Source: an optimization exercise on an open RTL-to-GDS flow (aim: a short achievable clock period and few clock cycles per item). Production flows keep margins and buffers that such runs may drop. No functional check of the RTL was part of any run shown here.

$ cat design/flow/constraint.sdc
create_clock -name core_clock -period 15.0 [get_ports {clk}]
set_input_delay 3.0000 -clock core_clock [delete_from_list [all_inputs] [get_ports {clk}]]
set_output_delay 3.0000 -clock core_clock [all_outputs]
set_load 0.01 [all_outputs]
$ cat design/flow/config.mk
export PLATFORM = sky130hd
export DESIGN_NAME = snappy_deframer
export DESIGN_NICKNAME = snappy_deframer
export VERILOG_FILES = /design/flow/design.v
export SDC_FILE = /design/flow/constraint.sdc
export NUM_CORES = 4
export LEC_CHECK = 0
export CAP_MARGIN = 20
export CORE_MARGIN = 2
export CORE_UTILIZATION = 40
export SLEW_MARGIN = 20
$ cat design/flow/design.v
module snappy_deframer (
    input  wire        clk,
    input  wire        rst,             
    input  wire        cfg_crc_check,   
    input  wire        in_valid,
    output wire        in_ready,
    input  wire [31:0] in_data,         
    input  wire [2:0]  in_cnt,          
    input  wire        in_last,         
    output reg         out_valid,
    input  wire        out_ready,
    output reg  [31:0] out_data,
    output reg  [2:0]  out_cnt,
    output reg         out_last,        
    output reg         out_cmp,         
    output reg  [31:0] out_stored,      
    output reg  [31:0] out_crc,         
    output reg         done,
    output reg         err,
    output reg  [3:0]  err_code,
    output reg  [31:0] err_pos,
    output reg  [8:0]  err_info
);
    localparam E_MALFORMED = 4'h1;
    localparam E_UNSUP     = 4'h2;
    localparam E_SHORT     = 4'h6;
    localparam E_TOOLARGE  = 4'h7;
    localparam E_TRUNC     = 4'h8;
    localparam E_CHECKSUM  = 4'h9;
    localparam [31:0] CRC_POLY = 32'h82F63B78;
    localparam [31:0] CRC_MASK = 32'ha282ead8;
    localparam [47:0] MAGIC    = 48'h59_70_50_61_4e_73;    
    localparam FD = 16;           
    localparam FA = 4;            
    localparam FTH = 4;           
    localparam FW = 32 + 3 + 1 + 1 + 32 + 32;
    function [31:0] crc_bytes;
        input [31:0] c;
        input [31:0] d;
        input [2:0]  n;
        integer i, j;
        reg [31:0] x;
        begin
            x = c;
            for (i = 0; i < 4; i = i + 1)
                if (i < n) begin
                    x = x ^ {24'd0, d[8*i +: 8]};
                    for (j = 0; j < 8; j = j + 1)
                        x = x[0] ? ((x >> 1) ^ CRC_POLY) : (x >> 1);
                end
            crc_bytes = x;
        end
    endfunction
    reg        in_rdy;
    reg        last_acc;      
    reg        i_v;
    reg [31:0] i_data;
    reg [2:0]  i_cnt;
    reg        i_last;
    assign in_ready = in_rdy;
    wire acc = in_valid & in_rdy;
    always @(posedge clk) begin
        i_data <= in_data;
        i_cnt  <= in_cnt;
        i_last <= in_last;
        if (rst) i_v <= 1'b0;
        else     i_v <= acc;
    end
    reg [23:0] lo;            
    reg [1:0]  lo_n;          
    reg        lo_fl;         
    reg        r_v;
    reg [31:0] r_data;
    reg [2:0]  r_cnt;
    reg        r_last;
    reg [55:0] cmb;
    always @* begin
        case (lo_n)
            2'd0: cmb = {24'd0, i_data};
            2'd1: cmb = {16'd0, i_data, lo[7:0]};
            2'd2: cmb = {8'd0, i_data, lo[15:0]};
            default: cmb = {i_data, lo};
        endcase
    end
    wire [2:0] tot = {1'b0, lo_n} + i_cnt;
    wire       tot4 = (tot >= 3'd4);
    always @(posedge clk) begin
        if (rst) begin
            r_v   <= 1'b0;
            lo_n  <= 2'd0;
            lo_fl <= 1'b0;
        end else begin
            r_v <= 1'b0;
            if (i_v) begin
                if (tot4) begin
                    r_v    <= 1'b1;
                    r_data <= cmb[31:0];
                    r_cnt  <= 3'd4;
                    r_last <= i_last && (tot == 3'd4);
                    lo     <= cmb[55:32];
                    lo_n   <= tot[1:0];
                    lo_fl  <= i_last && (tot != 3'd4);
                end else if (i_last) begin
                    r_v    <= 1'b1;
                    r_data <= cmb[31:0];
                    r_cnt  <= tot;
                    r_last <= 1'b1;
                    lo_n   <= 2'd0;
                end else begin
                    lo     <= cmb[23:0];
                    lo_n   <= tot[1:0];
                end
            end else if (lo_fl) begin
                r_v    <= 1'b1;
                r_data <= {8'd0, lo};
                r_cnt  <= {1'b0, lo_n};
                r_last <= 1'b1;
                lo_n   <= 2'd0;
                lo_fl  <= 1'b0;
            end
        end
    end
    reg signed [17:0] pD;
    reg [31:0] pw;            
    reg [31:0] pw2;           
    reg [3:0]  pP;            
    reg [7:0]  pkind;         
    reg        pfirst;        
    wire       p_cont = !pD[17] && (pD != 18'sd0);
    wire [55:0] win7 = {r_data, pw[31:8]};    
    reg  [31:0] p_hdr;
    always @* begin
        case (pD[1:0])
            2'b01:   p_hdr = win7[31:0];      
            2'b10:   p_hdr = win7[39:8];      
            2'b11:   p_hdr = win7[47:16];     
            default: p_hdr = win7[55:24];     
        endcase
    end
    wire signed [17:0] p_Dn = p_cont ? (pD - 18'sd4)
                                     : ($signed({2'b00, p_hdr[23:8]}) + pD);
    reg        q_v;
    reg [31:0] q_data, q_pw, q_pw2, q_hdr;
    reg signed [17:0] q_D, q_Dn;
    reg [3:0]  q_P;
    reg [7:0]  q_kind;
    reg        q_first;
    reg [2:0]  q_cnt;
    reg        q_last;
    always @(posedge clk) begin
        if (rst) begin
            pD     <= 18'sd0;
            pP     <= 4'd0;
            pkind  <= 8'd0;
            pfirst <= 1'b1;
            q_v    <= 1'b0;
        end else begin
            q_v <= r_v;
            if (r_v) begin
                pD     <= p_Dn;
                pw     <= r_data;
                pw2    <= pw;
                pP     <= p_cont ? ((pP >= 4'd4) ? 4'd8 : pP + 4'd4) : {2'b00, -pD[1:0]};
                if (!p_cont) pkind <= p_hdr[7:0];
                pfirst <= pfirst & p_cont;
            end
        end
        q_data  <= r_data;
        q_pw    <= pw;
        q_pw2   <= pw2;
        q_hdr   <= p_hdr;
        q_D     <= pD;
        q_Dn    <= p_Dn;
        q_P     <= pP;
        q_kind  <= pkind;
        q_first <= pfirst;
        q_cnt   <= r_cnt;
        q_last  <= r_last;
    end
    reg [31:0] wpos;          
    reg [31:0] fpos;          
    reg [31:0] stq;           
    wire       cont  = !q_D[17] && (q_D != 18'sd0);
    wire       dge5  = cont && (q_D > 18'sd4);
    wire [2:0] dlo   = q_D[2:0];
    wire       isdat = (q_kind[7:1] == 7'd0);
    wire       iscmp = (q_kind == 8'h00);
    wire       isunc = (q_kind == 8'h01);
    wire       issid = (q_kind == 8'hff);
    wire [2:0] ba    = (q_P >= 4'd4) ? 3'd0 : (3'd4 - q_P[2:0]);
    wire [2:0] dcap  = dge5 ? 3'd4 : dlo;
    wire [2:0] bb    = (dcap > q_cnt) ? q_cnt : dcap;
    wire       fe    = cont && !dge5;                   
    wire       fev   = fe && (dlo <= q_cnt);            
    wire       bany  = (bb > ba);
    wire [2:0] nb    = (cont && isdat && bany) ? (bb - ba) : 3'd0;
    wire       beat  = cont && isdat && (bany || fev);
    wire       cstart = cont && isdat && (q_P <= 4'd4);
    wire [31:0] bdata = q_data >> {ba, 3'b000};
    wire        csum_done = cont && isdat && (q_P <= 4'd3) && ({1'b0, 2'd3 - q_P[1:0]} < q_cnt);
    wire [63:0] win8 = {q_data, q_pw};                   
    wire [31:0] st_new = win8 >> {(3'd4 - q_P[2:0]), 3'b000};
    wire [31:0] st_cur = csum_done ? st_new : stq;
    wire [95:0] win12 = {q_data, q_pw, q_pw2};          
    wire [47:0] sid6  = win12 >> {(dlo + 3'd2), 3'b000};
    wire        sid_err = fev && issid && (sid6 != MAGIC);
    wire [1:0]  hend  = q_D[1:0] + 2'd3;                
    wire        hcomp = !cont && ({1'b0, hend} < q_cnt);
    wire [7:0]  hk    = q_hdr[7:0];
    wire [23:0] hl    = q_hdr[31:8];
    reg         hdr_bad;
    reg  [3:0]  hdr_code;
    reg  [8:0]  hdr_info;
    always @* begin
        hdr_bad  = 1'b1;
        hdr_code = E_MALFORMED;
        hdr_info = {1'b1, hk};
        if (q_first && hk != 8'hff) begin
            hdr_code = E_MALFORMED;
        end else if (hk == 8'hff && hl != 24'd6) begin
            hdr_code = E_MALFORMED; hdr_info = 9'h1ff;
        end else if (hk >= 8'h02 && hk <= 8'h7f) begin
            hdr_code = E_UNSUP;
        end else if (hk <= 8'h01 && hl < 24'd4) begin
            hdr_code = E_SHORT;
        end else if (hl > 24'd65532) begin
            hdr_code = E_TOOLARGE;
        end else begin
            hdr_bad = 1'b0;
        end
    end
    wire        hdr_err = hcomp && hdr_bad;
    wire [31:0] pos_d  = wpos + {{14{q_D[17]}}, q_D};    
    wire signed [18:0] dn4 = {q_Dn[17], q_Dn} + 19'sd4;   
    wire [31:0] pos_n  = wpos + {29'd0, dn4[2:0]};
    reg        bnd;           
    reg [8:0]  tr_info;
    reg [31:0] tr_pos;
    always @* begin
        bnd     = 1'b0;
        tr_info = 9'h000;
        tr_pos  = pos_d;
        if (cont) begin
            if (dge5 || dlo > q_cnt) begin
                tr_info = {1'b1, q_kind};
                tr_pos  = fpos;
            end else if (dlo == q_cnt) begin
                bnd = 1'b1;
            end
        end else if (hcomp) begin
            if (dn4 > $signed({16'd0, q_cnt})) begin
                tr_info = {1'b1, hk};
            end else if (dn4 < $signed({16'd0, q_cnt})) begin
                tr_pos = pos_n;
            end else begin
                bnd = 1'b1;
            end
        end
    end
    reg        x_v, x_beat, x_last, x_cmp, x_start, x_chk, x_eb, x_done;
    reg [31:0] x_data, x_stored, x_fpos, x_epos;
    reg [2:0]  x_n;
    reg [3:0]  x_ecode;
    reg [8:0]  x_einfo;
    always @(posedge clk) begin
        if (rst) begin
            wpos <= 32'd0;
            x_v  <= 1'b0;
        end else begin
            x_v <= q_v;
            if (q_v) begin
                wpos <= wpos + 32'd4;
                if (hcomp) fpos <= pos_d;
                if (csum_done) stq <= st_new;
            end
        end
        x_beat   <= beat;
        x_data   <= bdata;
        x_n      <= nb;
        x_last   <= fev;
        x_cmp    <= iscmp;
        x_stored <= st_cur;
        x_start  <= cstart;
        x_chk    <= fev && isunc && cfg_crc_check;
        x_fpos   <= fpos;
        x_eb     <= sid_err || hdr_err || (q_last && !bnd);
        x_done   <= q_last && bnd && !sid_err && !hdr_err;
        if (sid_err) begin
            x_ecode <= E_MALFORMED; x_einfo <= 9'h1ff; x_epos <= fpos;
        end else if (hdr_err) begin
            x_ecode <= hdr_code; x_einfo <= hdr_info; x_epos <= pos_d;
        end else begin
            x_ecode <= E_TRUNC; x_einfo <= tr_info; x_epos <= tr_pos;
        end
    end
    reg        c_v, c_beat, c_last, c_cmp, c_start, c_chk, c_eb, c_done;
    reg [31:0] c_data, c_stored, c_fpos, c_epos, c_x;
    reg [2:0]  c_n;
    reg [3:0]  c_ecode;
    reg [8:0]  c_einfo;
    always @(posedge clk) begin
        if (rst) c_v <= 1'b0;
        else     c_v <= x_v;
        c_x      <= crc_bytes(x_start ? 32'hffffffff : 32'd0, x_data, x_n);
        c_beat   <= x_beat;
        c_data   <= x_data;
        c_n      <= x_n;
        c_last   <= x_last;
        c_cmp    <= x_cmp;
        c_stored <= x_stored;
        c_start  <= x_start;
        c_chk    <= x_chk;
        c_fpos   <= x_fpos;
        c_eb     <= x_eb;
        c_done   <= x_done;
        c_ecode  <= x_ecode;
        c_einfo  <= x_einfo;
        c_epos   <= x_epos;
    end
    reg [31:0] crc;
    reg [31:0] crc_keep;
    always @* begin
        case (c_n)
            3'd1:    crc_keep = crc_bytes(crc, 32'd0, 3'd1);
            3'd2:    crc_keep = crc_bytes(crc, 32'd0, 3'd2);
            3'd3:    crc_keep = crc_bytes(crc, 32'd0, 3'd3);
            3'd4:    crc_keep = crc_bytes(crc, 32'd0, 3'd4);
            default: crc_keep = crc;
        endcase
    end
    reg        m_v, m_beat, m_last, m_cmp, m_chk, m_eb, m_done;
    reg [31:0] m_data, m_stored, m_fpos, m_epos;
    reg [2:0]  m_n;
    reg [3:0]  m_ecode;
    reg [8:0]  m_einfo;
    always @(posedge clk) begin
        if (rst) m_v <= 1'b0;
        else     m_v <= c_v;
        if (c_v) crc <= (c_start ? 32'd0 : crc_keep) ^ c_x;
        m_beat   <= c_beat;
        m_data   <= c_data;
        m_n      <= c_n;
        m_last   <= c_last;
        m_cmp    <= c_cmp;
        m_stored <= c_stored;
        m_chk    <= c_chk;
        m_fpos   <= c_fpos;
        m_eb     <= c_eb;
        m_done   <= c_done;
        m_ecode  <= c_ecode;
        m_einfo  <= c_einfo;
        m_epos   <= c_epos;
    end
    wire [31:0] crc_fin = ~crc;
    wire [31:0] masked  = {crc_fin[14:0], crc_fin[31:15]} + CRC_MASK;
    reg        f_v, f_beat, f_last, f_cmp, f_chk, f_eb, f_done;
    reg [31:0] f_data, f_stored, f_fpos, f_epos, f_crc;
    reg [2:0]  f_n;
    reg [3:0]  f_ecode;
    reg [8:0]  f_einfo;
    always @(posedge clk) begin
        if (rst) f_v <= 1'b0;
        else     f_v <= m_v;
        f_crc    <= masked;
        f_beat   <= m_beat;
        f_data   <= m_data;
        f_n      <= m_n;
        f_last   <= m_last;
        f_cmp    <= m_cmp;
        f_stored <= m_stored;
        f_chk    <= m_chk;
        f_fpos   <= m_fpos;
        f_eb     <= m_eb;
        f_done   <= m_done;
        f_ecode  <= m_ecode;
        f_einfo  <= m_einfo;
        f_epos   <= m_epos;
    end
    wire fin  = err | done;
    wire push = f_v && f_beat && !fin;
    wire [FW-1:0] pdata = {f_data, f_n, f_last, f_cmp, f_stored, f_crc};
    always @(posedge clk) begin
        if (rst) begin
            done <= 1'b0;
            err  <= 1'b0;
        end else if (f_v && !fin) begin
            if (f_chk && (f_crc != f_stored)) begin
                err      <= 1'b1;
                err_code <= E_CHECKSUM;
                err_info <= 9'h101;
                err_pos  <= f_fpos;
            end else if (f_eb) begin
                err      <= 1'b1;
                err_code <= f_ecode;
                err_info <= f_einfo;
                err_pos  <= f_epos;
            end else if (f_done) begin
                done <= 1'b1;
            end
        end
    end
    reg [FW-1:0] fmem [0:FD-1];
    reg [FA-1:0] wp, rp;
    wire [FA-1:0] used = wp - rp;
    wire fne  = (wp != rp);
    wire take = !out_valid || out_ready;
    always @(posedge clk) begin
        if (push) fmem[wp] <= pdata;
    end
    always @(posedge clk) begin
        if (rst) begin
            wp        <= {FA{1'b0}};
            rp        <= {FA{1'b0}};
            out_valid <= 1'b0;
        end else begin
            if (push) wp <= wp + 1'b1;
            if (take) begin
                out_valid <= fne || push;
                if (fne || push) rp <= rp + 1'b1;
            end
        end
        if (take)
            {out_data, out_cnt, out_last, out_cmp, out_stored, out_crc} <= fne ? fmem[rp] : pdata;
    end
    always @(posedge clk) begin
        if (rst) begin
            in_rdy   <= 1'b1;
            last_acc <= 1'b0;
        end else begin
            if (acc && in_last) last_acc <= 1'b1;
            in_rdy <= !fin && !last_acc && !(acc && in_last) && (used <= FTH);
        end
    end
endmodule
$ cat design/flow/run.sh
#!/bin/bash
# synth_recipe.tcl (not shown) runs the flow's synth.tcl, then flattens the netlist and writes it again
# the make line also repeats each setting of config.mk as NAME=value (left out here)
make -C /OpenROAD-flow-scripts/flow DESIGN_CONFIG=/design/flow/config.mk WORK_HOME=/design/flow/orfs CLKGATE_MAP_FILE= SYNTH_SCRIPT=/design/flow/synth_recipe.tcl finish
==> summary.md, run 1 <==
| Metric | Value |
|---|---|
| Biggest register | `fmem` |
| Critical path peak fanout | `55` |
| Max-cap violations | `0` |
| Area share of the largest cell type after synthesis | `51.4%` |
| Clk sink count | `2953` |
| Syn Area/Cell | `16.4 µm²` |
| Via Count | `62069` |
| Worst hold path depth | `0` |
| Share of the synthesized area in compound gates (AO/OA/AOI/OAI) | `4.35%` |
| DRT Wirelength | `301 mm` |
| I/O pins | `191` |
| Remaining antenna violation count | `0` |
| Post-DR wirelength/cell | `26.5 µm` |
| Post-synth EDFFs | `1982` |
| Tmin final | `7340 ps` |
| Starting Density | `40.2%` |
| Main synth FF type | `edfxtp_1` |
| CP Capture Type | `flop` |
| Status | `timing/DRC/antenna clean` |
| Synth Area in Simple Gates | `4.14%` |
| Flops & latches, synth | `2953` |
| Critical path arrival | `8110 ps` |
| Row count | `197` |
| Die Span Y | `542 µm` |
| Post-Synth Adder-Cell Area | `0.955%` |
| DR WL met2 | `145 mm` |
| Mapped Area | `116000 µm²` |
| Netlist cell types | `89` |
| Min Hold Slack | `252 ps` |
| CTS buffer count | `312` |
| Layout cells sized above 1 | `19.2%` |
| Die width | `542 µm` |
| Worst-skew pair later-pin latency | `920 ps` |
| Hold Violations, Final | `0` |
| Placement Setup Slack | `7640 ps` |
| R2R depth | `20` |
| Hold crit path type | `reg2reg` |
| Fill cells | `24432` |
| Final setup vio count | `0` |
| Vias per cell | `5.45` |
| Syn_nets | `7195` |
| Routed wl met3 | `16.6 mm` |
| Die footprint | `294000 µm²` |
| DRT Pass-1 Iters | `6` |
| CTS max path bufs | `4` |
| Hold Buf Count CTS | `0` |
| Worst Path Required | `15760 ps` |
| Largest family of logic cells by synthesized area | `multiplexers` |
| Achievable frequency | `0.136 GHz` |
| Inst Count DP | `10799` |
| GRT Residual Overflow | `0` |
| Core area | `288000 µm²` |
| Slew HR | `25.1%` |
| Max reg flops | `1616` |
| H-tree depth | `5` |
| Initial antenna violation count | `12` |
| Actual slew at the worst max-slew pin | `1120 ps` |
| Startpoint Class | `flop` |
| Synthesis-to-finish area growth | `14.7%` |
| Clock transition at path regs | `60 ps` |
| CTS tree | `done` |
| RSZ-0062 raised after global routing | `no` |
| Final worst slack | `7660 ps` |
| Layout Cells excl Fill | `11380` |
| Largest net degree at the start of global routing | `162` |
| CTS root buf | `clkbuf_16` |
| Yosys warnings | `1` |
| Largest area contributor in the netlist | `edfxtp_1` |
| Post-CTS sizing | `0` |
| IO buf count | `190` |
| Gr usage total | `20.2%` |
| Setup TNS | `0 ps` |
| Net count, final | `7460` |
| Xor and xnor fraction of the mapped netlist area | `7.41%` |
| Placer Congestion | `0.879` |
| Post-DP HPWL | `183 mm` |
| Critical path type | `reg2reg` |
| Synth area leaders | `edfxtp_1 (51%), dfxtp_1 (17%), mux4_2 (11%), xnor2_1 (3.8%), xor2_1 (1.9%)` |
| Residual DRC | `0` |
| Multiplexer area fraction after synthesis | `13.4%` |
| Number of DRC markers in iteration 0 | `5928` |
| Postcts setup bufs | `0` |
| Mapped Cells | `7068` |
| Top sig layer | `met4` |
| Met1 Wirelength | `132 mm` |
| Final worst-path cycle share | `49.0%` |
| Worst clock skew | `86.4 ps` |
| Async S/R FF share, synth | `0%` |
| Post-synthesis sequential area ratio | `68.1%` |
| Slew Viols, Final | `0` |
| Number of global-route vias before repair | `63188` |
| First-pass GRT wire length | `440 mm` |
final cells by class:
| type | instances | area (µm²) | share of cell area [%] |
|---|---|---|---|
| timing repair buffer | 299 | 2830 | 2.13 |
| multi-input combinational | 3640 | 35300 | 26.6 |
| clock inverter | 153 | 1640 | 1.24 |
| tap | 3781 | 4730 | 3.56 |
| inverter | 127 | 477 | 0.359 |
| antenna | 4 | 10.0 | 0.00753 |
| sequential | 2953 | 79000 | 59.4 |
| clock buffer | 423 | 8940 | 6.72 |
worst max-delay path, cell delays in order, from the launching register on:
cell     delay, ps
dfxtp_2        310
buf_4          290
or3_1          760
nor2_1         770
a21oi_1        200
xnor2_1        580
xnor3_1        310
xnor3_1        420
mux2i_4        200
xor2_2         380
xnor3_1        530
xor3_1         380
mux2i_2        280
xnor2_2        260
xor3_2         500
xor2_4         370
xor2_2         230
xnor2_1        160
xnor2_1        150
nand2_1         70
o21ai_1        100
placed cells by master, fill, tap and decap left out, drive strengths merged, types with 143 or more instances in the layout:
cell,count
edfxtp,1982
dfxtp,971
xnor2,546
mux4,541
clkbuf,424
nand2,355
nor2,353
xor2,272
a21oi,235
o21ai,192
clkdlybuf4s50,189
mux2,174
inv,143
synth_stat cells, drive strengths merged (24+ instances only):
library cell,n
a211oi,31
a21oi,235
a222oi,34
a22oi,49
a31oi,38
and3,33
buf,88
clkbuf,260
dfxtp,971
edfxtp,1982
ha,82
inv,123
mux2,174
mux2i,137
mux4,541
nand2,355
nand2b,28
nand3,45
nand4,31
nor2,353
nor2b,35
nor3,62
nor4,35
o211ai,30
o21ai,192
o22ai,39
xnor2,546
xnor3,24
xor2,272
routing by layer:
| metal | GRT usage (%) | vias to the layer above |
|---|---|---|
| met5 | 0 | - |
| met4 | 5.56 | 0 |
| met3 | 2.62 | 418 |
| met2 | 33.1 | 2051 |
| met1 | 28.3 | 32221 |
| li1 | - | 27379 |
final timing paths:
| kind | start | to | slack, ps |
|---|---|---|---|
| max | x_n[2]$_SDFF_PN0_ | c_x[10]$_DFF_P_ | 7660 |
| min | m_data[23]$_DFF_P_ | f_data[23]$_DFF_P_ | 250 |
| max reg2reg | x_n[2]$_SDFF_PN0_ | c_x[10]$_DFF_P_ | 7660 |
| min reg2reg | m_data[23]$_DFF_P_ | f_data[23]$_DFF_P_ | 250 |
metrics by stage:
step / util (%) / instance area [µm²]
after global routing: 46.1 / 133000
after detailed placement: 42.5 / 122000
after global placement: 42.5 / 122000
final: 46.1 / 133000
after floorplan: - / 116000
after CTS: 46.1 / 133000
cell families (layout without fill, tap and decap cells):
group | after synthesis | in the layout
AOI/OAI and AO/OA | 794 | 794
and+or+nand+nor | 1057 | 1057
buffers and inverters | 475 | 1002
xor gates and xnor gates | 851 | 851
adders and majority gates | 86 | 86
DFF | 2953 | 2953
muxes | 852 | 852
other | 0 | 4
==> run 2, diff against run 1 <==
--- a/design/flow/design.v
+++ b/design/flow/design.v
@@ -51,6 +51,18 @@
             crc_bytes = x;
         end
     endfunction
+    function [31:0] crc_init;
+        input [2:0] n;
+        begin
+            case (n)
+                3'd1:    crc_init = crc_bytes(32'hffffffff, 32'd0, 3'd1);
+                3'd2:    crc_init = crc_bytes(32'hffffffff, 32'd0, 3'd2);
+                3'd3:    crc_init = crc_bytes(32'hffffffff, 32'd0, 3'd3);
+                3'd4:    crc_init = crc_bytes(32'hffffffff, 32'd0, 3'd4);
+                default: crc_init = 32'hffffffff;
+            endcase
+        end
+    endfunction
     reg        in_rdy;
     reg        last_acc;      
     reg        i_v;
@@ -197,6 +209,15 @@
     wire       beat  = cont && isdat && (bany || fev);
     wire       cstart = cont && isdat && (q_P <= 4'd4);
     wire [31:0] bdata = q_data >> {ba, 3'b000};
+    wire [3:0]  bmask;
+    genvar gi;
+    generate
+        for (gi = 0; gi < 4; gi = gi + 1) begin : g_bm
+            assign bmask[gi] = (gi >= ba) && (gi < bb);
+        end
+    endgenerate
+    wire [31:0] bmasked = q_data & {{8{bmask[3]}}, {8{bmask[2]}}, {8{bmask[1]}}, {8{bmask[0]}}};
+    wire [31:0] bhigh   = bmasked << {(3'd4 - bb), 3'b000};
     wire        csum_done = cont && isdat && (q_P <= 4'd3) && ({1'b0, 2'd3 - q_P[1:0]} < q_cnt);
     wire [63:0] win8 = {q_data, q_pw};                   
     wire [31:0] st_new = win8 >> {(3'd4 - q_P[2:0]), 3'b000};
@@ -258,6 +279,7 @@
         end
     end
     reg        x_v, x_beat, x_last, x_cmp, x_start, x_chk, x_eb, x_done;
+    reg [31:0] x_high;
     reg [31:0] x_data, x_stored, x_fpos, x_epos;
     reg [2:0]  x_n;
     reg [3:0]  x_ecode;
@@ -276,6 +298,7 @@
         end
         x_beat   <= beat;
         x_data   <= bdata;
+        x_high   <= (cont && isdat) ? bhigh : 32'd0;
         x_n      <= nb;
         x_last   <= fev;
         x_cmp    <= iscmp;
@@ -301,7 +324,7 @@
     always @(posedge clk) begin
         if (rst) c_v <= 1'b0;
         else     c_v <= x_v;
-        c_x      <= crc_bytes(x_start ? 32'hffffffff : 32'd0, x_data, x_n);
+        c_x      <= crc_bytes(32'd0, x_high, 3'd4) ^ (x_start ? crc_init(x_n) : 32'd0);
         c_beat   <= x_beat;
         c_data   <= x_data;
         c_n      <= x_n;
==> summary.md, run 2 <==
| Metric | Value |
|---|---|
| Die footprint | `296000 µm² (+0.59%)` |
| DRT Wirelength | `306 mm (+1.6%)` |
| Post-synth EDFFs | `1982 (unchanged)` |
| Slew Viols, Final | `0 (unchanged)` |
| DR WL met2 | `144 mm (-0.42%)` |
| Routed wl met3 | `20.9 mm (+26%)` |
| Post-CTS sizing | `0 (unchanged)` |
| CTS max path bufs | `4 (unchanged)` |
| Startpoint Class | `flop` |
| CP Capture Type | `flop` |
| Worst clock skew | `49.4 ps (-37.0 ps)` |
| Die width | `544 µm (+0.30%)` |
| Placement Setup Slack | `8590 ps (+953 ps)` |
| Slew HR | `26.2% (+1.1 points)` |
| Hold Buf Count CTS | `0 (unchanged)` |
| Multiplexer area fraction after synthesis | `12.9% (-0.55 points)` |
| I/O pins | `191 (unchanged)` |
| Row count | `198 (+0.51%)` |
| DRT Pass-1 Iters | `9 (+3)` |
| Mapped Cells | `7087 (+0.27%)` |
| Residual DRC | `0 (unchanged)` |
| Largest net degree at the start of global routing | `140 (-14%)` |
| Largest area contributor in the netlist | `edfxtp_1` |
| Share of the synthesized area in compound gates (AO/OA/AOI/OAI) | `4.28% (-0.067 points)` |
| Async S/R FF share, synth | `0% (unchanged)` |
| Status | `timing/DRC/antenna clean` |
| Post-Route Utilization | `45.9% (-0.26 points)` |
| Postcts setup bufs | `0 (unchanged)` |
| Placer Congestion | `0.931 (+5.9%)` |
| Actual slew at the worst max-slew pin | `1110 ps (-16.0 ps)` |
| First-pass GRT wire length | `441 mm (+0.26%)` |
| Critical path peak fanout | `19 (-65%)` |
| Critical path arrival | `7160 ps (-950 ps)` |
| Largest family of logic cells by synthesized area | `multiplexers` |
| Starting Density | `40.1% (-0.068 points)` |
| Top sig layer | `met5` |
| Remaining antenna violation count | `0 (unchanged)` |
| Via Count | `62714 (+1.0%)` |
| Tmin final | `6530 ps (-815 ps)` |
| Netlist cell types | `82 (-7.9%)` |
| Gr usage total | `20.3% (+0.12 points)` |
| Main synth FF type | `edfxtp_1` |
| Clock transition at path regs | `60 ps (about the same)` |
| Worst-skew pair later-pin latency | `920 ps (about the same)` |
| Synth area leaders | `edfxtp_1 (51%), dfxtp_1 (17%), mux4_2 (10%), xnor2_1 (3.9%), xor2_1 (1.7%)` |
| IO buf count | `190 (unchanged)` |
| Initial antenna violation count | `19 (+7)` |
| Max reg flops | `1616 (unchanged)` |
| Layout Cells excl Fill | `11516 (+1.2%)` |
| Final worst slack | `8470 ps (+815 ps)` |
| Syn Area/Cell | `16.4 µm² (+0.33%)` |
| Commonest cells after routing, fill and taps aside | `edfxtp_1 (1982), dfxtp_1 (993), mux4_2 (540)` |
| Post-synthesis sequential area ratio | `68.3% (+0.15 points)` |
| Worst Path Required | `15630 ps (-130 ps)` |
| Flops & latches, synth | `2985 (+1.1%)` |
| CTS tree | `done` |
| Number of global-route vias before repair | `62380 (-1.3%)` |
| Met1 Wirelength | `133 mm (+0.83%)` |
| Synth Area in Simple Gates | `4.41% (+0.27 points)` |
| Synth cell count leaders | `edfxtp_1 (1982), dfxtp_1 (1003), mux4_2 (540), xnor2_1 (515), nor2_1 (389)` |
| Final worst-path cycle share | `43.5% (-5.4 points)` |
| Critical path type | `reg2reg` |
| CTS buffer count | `310 (-0.64%)` |
| Core area | `290000 µm² (+0.77%)` |
| Vias per cell | `5.45 (-0.15%)` |
| Clk sink count | `2985 (+1.1%)` |
| Layout cells sized above 1 | `18.9% (-0.26 points)` |
| GRT Residual Overflow | `0 (unchanged)` |
| H-tree depth | `5 (unchanged)` |
| Number of DRC markers in iteration 0 | `6977 (+18%)` |
| Biggest register | `fmem` |
| Xor and xnor fraction of the mapped netlist area | `7.56% (+0.16 points)` |
| Post-DR wirelength/cell | `26.6 µm (+0.44%)` |
| Inst Count DP | `10934 (+1.3%)` |
| Max-cap violations | `0 (unchanged)` |
| Die Span Y | `544 µm (+0.30%)` |
| Hold Violations, Final | `0 (unchanged)` |
| RSZ-0062 raised after global routing | `no` |
| Achievable frequency | `0.153 GHz (+12%)` |
| Cell with the most instances after synthesis | `edfxtp_1` |
| Commonest non-fill, non-tap cell in the layout | `edfxtp_1` |
| Mapped Area | `117000 µm² (+0.60%)` |
| Hold crit path type | `reg2reg` |
| Setup TNS | `0 ps (unchanged)` |
| Post-DP HPWL | `190 mm (+4.3%)` |
| Synthesis-to-finish area growth | `14.3%` |
| Post-Synth Adder-Cell Area | `0.960% (+0.0051 points)` |
| Syn_nets | `7215 (+0.28%)` |
| Final setup vio count | `0 (unchanged)` |
| Net count, final | `7475 (+0.20%)` |
| CTS root buf | `clkbuf_16` |
| Yosys warnings | `1 (unchanged)` |
| Area share of the largest cell type after synthesis | `51.1% (-0.30 points)` |
run 2: worst paths after layout:
check                     startpoint            endpoint  slack (ps)  cells past startpoint
setup / recovery    crc[2]$_DFFE_PP_   crc[14]$_DFFE_PP_        8470                     15
hold / removal    m_epos[14]$_DFF_P_  f_epos[14]$_DFF_P_         310                      0
setup reg to reg    crc[2]$_DFFE_PP_   crc[14]$_DFFE_PP_        8470                     15
hold reg to reg   m_epos[14]$_DFF_P_  f_epos[14]$_DFF_P_         310                      0
run 2: layout make-up:
type	count	area, µm²
fillers	24957	157000
flip-flops and latches	2985	79600
repair buffers	312	2870
multi-input cells	3614	35400
diodes	12	30.0
clock buffers	437	8810
well taps	3900	4880
clock inverters	132	1180
inverters	124	465
run 2: critical path, stage by stage, from the launching register on:
cell	delay, ps
edfxtp_1	990
xnor2_1	240
xor2_1	210
xnor2_1	860
xnor3_1	740
xor2_2	290
xor3_2	480
xor2_2	470
xor2_2	290
xor2_1	550
xnor2_1	220
xnor2_1	200
a221oi_1	280
a21oi_1	110
nor3_1	210
xor2_1	100
run 2: cell families (layout without fill, tap and decap cells):
kind of cell | after synthesis | after routing
flip-flops | 2985 | 2985
AND/OR/NAND/NOR | 1107 | 1107
XOR/XNOR | 851 | 851
multiplexers | 803 | 803
AO/OA/AOI/OAI | 766 | 766
buffers and inverters | 488 | 1005
adder cells (fa/ha/maj) | 87 | 87
other | 0 | 12
run 2: layer usage:
metal | vias up | GRT usage (%)
met5 | - | 0
met4 | 4 | 5.25
met3 | 466 | 2.88
met2 | 2366 | 32.6
met1 | 32431 | 29.1
li1 | 27447 | -
run 2: through the flow:
stage	hold WS, ps	cell area [µm²]
finish	310	133000
global route	308	133000
CTS	314	133000
detailed placement	312	123000
global placement	310	123000
floorplan	310	117000
==> run 3, diff against run 2 <==
==> design/flow/flow/run.sh (new file) <==
#!/bin/bash
# Standard ORFS layout, with timing repair asked to leave a setup margin so
# that the optimiser works towards a shorter period than the 15 ns clock
# (the SDC and clock are unchanged).
set -euo pipefail
export SETUP_SLACK_MARGIN=10.8
bash standard.sh > standard.log 2>&1
==> design/flow/standard.sh (new file) <==
#!/bin/bash
# synth_recipe.tcl (not shown) runs the flow's synth.tcl, then flattens the netlist and writes it again
# the make line also repeats each setting of config.mk as NAME=value (left out here)
make -C /OpenROAD-flow-scripts/flow DESIGN_CONFIG=/design/flow/config.mk WORK_HOME=/design/flow/orfs CLKGATE_MAP_FILE= SYNTH_SCRIPT=/design/flow/synth_recipe.tcl "${@:-finish}"
removed: design/flow/run.sh
==> summary.md, run 3 <==
| Metric | Value |
|---|---|
| Status | `timing/DRC/antenna clean` |
| Critical path type | `reg2reg` |
| RSZ-0062 raised after global routing | `yes` |
| Synthesis-to-finish area growth | `19.3%` |
| Critical path peak fanout | `4 (-15)` |
| Placer Congestion | `0.928 (-0.35%)` |
| GRT Residual Overflow | `0 (unchanged)` |
| Biggest register | `fmem` |
| Startpoint Class | `flop` |
| I/O pins | `191 (unchanged)` |
| Synth cell count leaders | `edfxtp_1 (1982), dfxtp_1 (1003), mux4_2 (540), xnor2_1 (515), nor2_1 (389)` |
| Layout cells sized above 1 | `28.1% (+9.2 points)` |
| Die width | `544 µm (unchanged)` |
| Yosys warnings | `1 (unchanged)` |
| Syn Area/Cell | `16.4 µm² (unchanged)` |
| Vias per cell | `5.46 (+0.30%)` |
| Post-synthesis sequential area ratio | `68.3% (unchanged)` |
| CP Cell Sequence | `xor3_1 -> xnor3_2 -> xnor3_2 -> xnor3_2 -> xor2_4 -> buf_4 -> xor2_4 -> buf_4 -> buf_4 -> xnor2_2 -> a21oi_1 -> a22oi_1 -> o22ai_1 -> or3_1 -> xnor2_1` |
| Delay of the slowest cell on the worst path | `520 ps (-470 ps)` |
| Post-DR wirelength/cell | `26.5 µm (-0.44%)` |
| CTS root buf | `clkbuf_16` |
| Max-cap violations | `0 (unchanged)` |
| Async S/R FF share, synth | `0% (unchanged)` |
| Setup TNS | `0 ps (unchanged)` |
| Residual DRC | `0 (unchanged)` |
| Net count, final | `7793 (+4.3%)` |
| Clock transition at path regs | `60 ps (about the same)` |
| Cell with the most instances after synthesis | `edfxtp_1` |
| DRT Pass-1 Iters | `10 (+1)` |
| Fill cells | `24370 (-2.4%)` |
| Remaining antenna violation count | `0 (unchanged)` |
| First-pass GRT wire length | `455 mm (+3.0%)` |
| CTS buffer count | `307 (-0.97%)` |
| CTS tree | `done` |
| Worst-skew pair later-pin latency | `930 ps (about the same)` |
| Row count | `198 (unchanged)` |
| Largest net degree at the start of global routing | `158 (+13%)` |
| Post-synth EDFFs | `1982 (unchanged)` |
| Main synth FF type | `edfxtp_1` |
| Clk sink count | `2985 (unchanged)` |
| Register Area | `79700 µm² (about the same)` |
| Critical path arrival | `5400 ps (-1760 ps)` |
| H-tree depth | `5 (unchanged)` |
| Tmin final | `4790 ps (-1740 ps)` |
| Commonest cells after routing, fill and taps aside | `edfxtp_1 (1982), dfxtp_1 (973), mux4_2 (540)` |
| Netlist cell types | `82 (unchanged)` |
| DRT Wirelength | `313 mm (+2.2%)` |
| Post-Route Utilization | `47.9% (+2.0 points)` |
| Syn_nets | `7215 (unchanged)` |
| Actual slew at the worst max-slew pin | `1130 ps (+20.6 ps)` |
| Top delay family on crit path | `XOR/XNOR gates` |
| Slew HR | `24.8% (-1.4 points)` |
| Starting Density | `40.1% (unchanged)` |
| Largest area contributor in the netlist | `edfxtp_1` |
| Commonest non-fill, non-tap cell in the layout | `edfxtp_1` |
| Post-DP HPWL | `180 mm (-5.5%)` |
| Flops & latches, synth | `2985 (unchanged)` |
| Core area | `290000 µm² (unchanged)` |
| Via Count | `64582 (+3.0%)` |
| Achievable frequency | `0.209 GHz (+36%)` |
| Area share of the largest cell type after synthesis | `51.1% (unchanged)` |
| Die Span Y | `544 µm (unchanged)` |
| Hold crit path type | `reg2reg` |
| Number of DRC markers in iteration 0 | `6727 (-3.6%)` |
| CP Capture Type | `flop` |
| Final setup vio count | `0 (unchanged)` |
| IO buf count | `190 (unchanged)` |
| Min Hold Slack | `286 ps (-24.0 ps)` |
| Mapped Cells | `7087 (unchanged)` |
| Max reg flops | `1616 (unchanged)` |
| Multi-input logic area | `38400 µm² (+8.7%)` |
| Final worst-path cycle share | `31.9% (-12 points)` |
| Layout Cells excl Fill | `11823 (+2.7%)` |
| Number of global-route vias before repair | `65363 (+4.8%)` |
| Mapped Area | `117000 µm² (unchanged)` |
| Synth area leaders | `edfxtp_1 (51%), dfxtp_1 (17%), mux4_2 (10%), xnor2_1 (3.9%), xor2_1 (1.7%)` |
| Slew Viols, Final | `0 (unchanged)` |
| Crit-path slowest cell | `xnor3_2` |
| Worst Path Required | `15610 ps (-20 ps)` |
| Initial antenna violation count | `15 (-4)` |
| Hold Violations, Final | `0 (unchanged)` |
| Critical path buffer and inverter count | `3 (+3)` |
| Die footprint | `296000 µm² (unchanged)` |
| Inst Count DP | `10908 (-0.24%)` |
| Worst clock skew | `81.9 ps (+32.5 ps)` |
| Gr usage total | `20.9% (+0.52 points)` |
| CTS max path bufs | `4 (unchanged)` |
## run 3: cell counts after synthesis
No cell type changed its count.
## run 3: worst paths after layout
path,from,to,slack [ps],cells after the start
max,crc[12]$_DFFE_PP_,crc[12]$_DFFE_PP_,10210,15
min,c_fpos[7]$_DFF_P_,m_fpos[7]$_DFF_P_,290,0
max reg2reg,crc[12]$_DFFE_PP_,crc[12]$_DFFE_PP_,10210,15
min reg2reg,c_fpos[7]$_DFF_P_,m_fpos[7]$_DFF_P_,290,0
## run 3: cells by family after synthesis
logic type      synth area share [%]
flops                           68.3
xor+xnor                        7.56
fa+ha+maj                      0.960
simple gates                    4.41
mux                             12.9
buf+inv                         1.61
compound gates                  4.28
## run 3: metrics by stage
step	cell area (µm²)	setup slack, ps
3_3_place_gp	124000	9050
6_report	139000	10210
5_1_grt	139000	10090
2_1_floorplan	118000	9110
4_1_cts	137000	10220
3_5_place_dp	124000	9030
## run 3: area by class of cell
| cell class | count | area share (%) |
|---|---|---|
| Antenna cell | 1 | 0.00180 |
| Clock buffer | 411 | 6.14 |
| Clock inverter | 155 | 1.14 |
| Inverter | 124 | 0.343 |
| Multi-Input combinational cell | 3616 | 27.6 |
| Sequential cell | 2985 | 57.3 |
| Tap cell | 3900 | 3.51 |
| Timing Repair Buffer | 631 | 3.90 |
## run 3: repair_timing
item / 4_1_cts / 5_1_grt
gates resized for setup: 844 / 192
hold buffers: 0 / 0
endpoints found under the setup margin: 670 / 476
pin swaps: 128 / 133
buffers inserted: 231 / 114
cloned: 2 / 1
## run 3: metal layers
layer	global-route usage [%]	up-vias	wire, µm
met5	0	-	0
met4	4.95	0	7250
met3	3.21	437	21000
met2	33.4	2401	148000
met1	29.9	33669	137000
li1	-	28075	-
## run 3: worst reg2reg max path, cell delays in order (launching register included)
cell	delay [ps]
edfxtp_1	440
xor3_1	500
xnor3_2	440
xnor3_2	460
xnor3_2	520
xor2_4	220
buf_4	160
xor2_4	200
buf_4	160
buf_4	160
xnor2_2	280
a21oi_1	110
a22oi_1	270
o22ai_1	130
or3_1	360
xnor2_1	130

==> what the ideal ports hide <==
The flow's constraints put no driver on any port. The routed layouts listed below were extracted and timed again, unchanged, in two steps. Step 1 assumes that a clkbuf_16 drives the clock port and a buf_2 every other input. Step 2 adds t to the input delays and takes it off the output delays; t is the mean of the earliest and latest rising clock arrival at the registers after step 1. Input paths then give back, and output paths get back, about the clock's delay inside the block. Slacks: no drivers / after step 1 / after step 2; pairs: no drivers / after step 1.
run	t (ns)	setup slack, ns	worst setup path after step 2
run 1	0.972	7.655 / 7.655 / 7.655	register to register
run 2	0.988	8.471 / 8.471 / 8.471	register to register
run 3	0.986	10.212 / 10.212 / 10.008	input to register
After both steps setup and hold are still met in every run listed. The setup slack of run 3, which loses most, moves by 0.000 ns with the drivers and by -0.204 ns with both steps.
